From an optimization exercise on the open Yosys and OpenROAD flow, aimed at small area; shortcuts taken in it are not production practice.
Only simulation tests tie the RTL to the original design; equivalence was not proved.

Design xy_engine, start of the top module:
module xy_engine (
    input  wire         clk,
    input  wire         rst,           
    input  wire         cmd_valid,
    input  wire [3:0]   cmd_op,
    input  wire [7:0]   cmd_idx,       
    input  wire [15:0]  cmd_val,       
    input  wire [3:0]   cmd_nr,        
    input  wire [31:0]  cmd_time,      
    input  wire [223:0] cmd_words,     
    input  wire         rx_valid,
    input  wire [7:0]   rx_data,
    output reg          resp_valid,
    output reg          resp_ok,
    output wire [31:0]  resp_val,
    output wire [223:0] resp_words,
    output reg          tx_valid,
    output wire [5:0]   tx_len,
    output wire [295:0] tx_frame,
    output wire         st_await,
    output wire         st_redirect,
    output wire [1:0]   st_rclass,
    output wire         st_rx_ours,
    output wire         st_errflag,
    output wire         st_exc_valid,
    output wire [7:0]   st_exc_code,
    output wire [4:0]   st_wq_size,
    output wire         st_tx_pending,
    output wire         st_pp_wait,
    output wire         st_preq_pending
);
    localparam N_REGS        = 31;
    localparam BANK_WORDS    = 14;
    localparam RXSTORE       = 65;       
    localparam RXBUF_CAP     = 67;
    localparam OP_RDC = 4'h1, OP_ENQ = 4'h2, OP_PRQ = 4'h3, OP_PPL = 4'h4,
               OP_PPS = 4'h5, OP_RCT = 4'h6, OP_FRS = 4'h7, OP_SDA = 4'h8,
               OP_SPI = 4'h9, OP_SFL = 4'hA, OP_ADV = 4'hB, OP_RST = 4'hF;
    localparam TK_WM = 2'd0, TK_WS = 2'd1, TK_PRE = 2'd2, TK_REF = 2'd3;
    function [15:0] crc16_byte(input [15:0] c_in, input [7:0] b);
        integer k;
        reg [15:0] c;
        begin
            c = c_in ^ {8'h00, b};
            for (k = 0; k < 8; k = k + 1)
                c = c[0] ? ((c >> 1) ^ 16'hA001) : (c >> 1);
            crc16_byte = c;
        end
  ...
For scale: ~880 I/O pins, about 83,000 um^2 of cells after synthesis.
Settings: LEC_CHECK=0, CAP_MARGIN=20, CORE_MARGIN=2, CORE_UTILIZATION=55, SLEW_MARGIN=20; clock period 20.0 ns.
standard.sh (not shown) runs the stock make flow with config.mk's settings and CLKGATE_MAP_FILE= SYNTH_SCRIPT=/design/flow/synth_recipe.tcl, a recipe that flattens the netlist after the stock synthesis.
==> flow/flow/run.sh <==
#!/bin/bash
# The standard layout (standard.sh) with these changes:
#  - after the standard synthesis (run unchanged), flow/reopt.sh re-maps the logic between
#    the registers with a stronger ABC area script; every register keeps its name and cell,
#    and XOR/XNOR cells are left as synthesis made them,
#  - port buffers use the smallest buffer cell instead of a delay buffer,
#  - the clock tree uses larger sink clusters of clkbuf_8 and no dummy loads.
# Logs: standard_synth.log, reopt_yosys.log, reopt_check.log, standard.log and orfs/logs/.
set -euo pipefail
export BUFFER_PORTS_ARGS="-buffer_cell sky130_fd_sc_hd__buf_1"
export CTS_ARGS="-sink_clustering_enable -repair_clock_nets -dont_use_dummy_load -sink_clustering_size 15 -sink_clustering_max_diameter 50 -buf_list sky130_fd_sc_hd__clkbuf_8"
bash standard.sh synth > standard_synth.log 2>&1
R=orfs/results/$FLOW_PLATFORM/xy_engine/base
cp $R/1_2_yosys.v $R/1_2_yosys_standard.v
bash flow/reopt.sh $R/1_2_yosys_standard.v $R/1_2_yosys.v
touch $R/1_2_yosys.v
bash standard.sh > standard.log 2>&1
==> flow/flow/reopt.sh <==
#!/bin/bash
# Re-optimise the combinational logic of the standard synthesis netlist for area.
# Registers (dfxtp/edfxtp instances), their names and cell types are kept as they are:
# those cells are black boxes here, only the logic between them is remapped by ABC.
# XOR/XNOR cells are kept as they are too (the CRC and comparator trees), so that the
# equivalence proof of the layout against the RTL stays easy.
# usage: reopt.sh in.v out.v  (run in the flow's work folder)
set -euo pipefail
IN=$1; OUT=$2
LIB=$FLOW_HOME/platforms/sky130hd/lib/sky130_fd_sc_hd__tt_025C_1v80.lib
DU=$(sed -n '/DONT_USE_CELLS +=/,/^$/p' $FLOW_HOME/platforms/sky130hd/config.mk | tr -d '\\' | grep -o "sky130_fd_sc_hd__[a-z0-9_]*" | sed 's/^/-dont_use /' | tr '\n' ' ')
SEQ=$(grep -o "sky130_fd_sc_hd__[a-z0-9_]*" $IN | sort -u | grep -E "__(e|s|se)?df|__dl|__conb" | tr '\n' ' ')
YOSYS=$(command -v yosys || echo /OpenROAD-flow-scripts/tools/install/yosys/bin/yosys)
cat > reopt.ys <<EOS
read_liberty -ignore_miss_func $LIB
blackbox $SEQ
read_verilog $IN
hierarchy -top $FLOW_TOP
setattr -set keep_hierarchy 1 t:sky130_fd_sc_hd__xor* t:sky130_fd_sc_hd__xnor*
rename -hide w:*
flatten
opt_clean -purge
abc -script $PWD/flow/reopt.abc -liberty $LIB $DU $FLOW_TOP
opt_clean -purge
rename -hide w:*
splitnets
opt_clean -purge
hilomap -singleton -hicell sky130_fd_sc_hd__conb_1 HI -locell sky130_fd_sc_hd__conb_1 LO
insbuf -buf sky130_fd_sc_hd__buf_4 A X
opt_clean -purge
stat -liberty $LIB
select $FLOW_TOP
write_verilog -selected -noattr -nohex -nodec $OUT
EOS
$YOSYS -s reopt.ys > reopt_yosys.log 2>&1
# the result must hold the same registers as the standard synthesis
$YOSYS -p "read_liberty -lib $LIB; read_verilog $OUT; hierarchy -top $FLOW_TOP; check -assert -mapped; stat -liberty $LIB" > reopt_check.log 2>&1
a=$(grep -E "^\s+sky130_fd_sc_hd__(e)?dfxtp_1 " $IN | awk '{print $2}' | sort | md5sum)
b=$(grep -E "^\s+sky130_fd_sc_hd__(e)?dfxtp_1 " $OUT | awk '{print $2}' | sort | md5sum)
[[ "$a" == "$b" ]] || { echo "register sets differ" >&2; exit 1; }
Other scripts of this flow, unchanged in this note and not shown: flow/flow/reopt.abc
The starting point produced a clean layout.
==> next run, changes <==
--- a/flow/flow/run.sh
+++ b/flow/flow/run.sh
@@ -4,3 +4,3 @@
 #    the registers with a stronger ABC area script; every register keeps its name and cell,
-#    and XOR/XNOR cells are left as synthesis made them,
+#    and the XOR/XNOR cells of the CRC trees are left as synthesis made them,
 #  - port buffers use the smallest buffer cell instead of a delay buffer,
--- a/flow/flow/reopt.sh
+++ b/flow/flow/reopt.sh
@@ -4,4 +4,4 @@
 # those cells are black boxes here, only the logic between them is remapped by ABC.
-# XOR/XNOR cells are kept as they are too (the CRC and comparator trees), so that the
-# equivalence proof of the layout against the RTL stays easy.
+# The XOR/XNOR cells that feed tx_frame (the CRC trees) are kept as they are too, so
+# that the equivalence proof of the layout against the RTL stays easy.
 # usage: reopt.sh in.v out.v  (run in the flow's work folder)
@@ -18,3 +18,5 @@
 hierarchy -top $FLOW_TOP
-setattr -set keep_hierarchy 1 t:sky130_fd_sc_hd__xor* t:sky130_fd_sc_hd__xnor*
+select -set crc o:tx_frame %ci*:-sky130_fd_sc_hd__dfxtp_1[Q]:-sky130_fd_sc_hd__edfxtp_1[Q] t:sky130_fd_sc_hd__xor* t:sky130_fd_sc_hd__xnor* %u %i
+setattr -set keep_hierarchy 1 @crc
+select -clear
 rename -hide w:*
Settings changed: CORE_UTILIZATION 55 to 65.
Design area is lower slightly.
Non-clock buffer count is lower by 23.
Hold slack gains 0.018 ns.
Routed wire length is higher by a few percent.
Global-route usage is higher by 9.6 points.
Sequential share of layout area is higher by 0.99 points.
Utilization is higher by 11 points.
Synthesized cell count is lower slightly.
Setup slack gains 0.53 ns.
Count of clock-buffer cells in the layout is lower by 12.
Flip-flop and latch count is unchanged.

static timing again, ports no longer ideal:
The flow's constraints put no driver on any port. The routed layouts listed below were extracted and timed again, unchanged, in two steps. Step 1 (the two cells are an assumption about what drives the block):
set clk [get_ports {clk}]
set_driving_cell -lib_cell sky130_fd_sc_hd__clkbuf_16 $clk
set_driving_cell -lib_cell sky130_fd_sc_hd__buf_2 [delete_from_list [all_inputs] $clk]
Step 2 times the ports against the registers' clock, not the clock port: input delays grow and output delays shrink by t, the midpoint of the rising clock arrivals with the driver on. Three values: ideal, step 1, step 2; two values: the first two.
| run | shift t [ns] | setup WS [ns] | slew at the worst register clock pin (ns) |
|---|---|---|---|
| the first run | 1.015 | 1.276 / 1.332 / 0.317 | 0.10 / 0.10 |
| the second run | 1.026 | 1.802 / 1.751 / 0.725 | 0.10 / 0.10 |
After both steps every run listed still meets setup and hold. The setup slack of the second run, which loses most, moves by -0.051 ns with the drivers and by -1.077 ns with both steps.
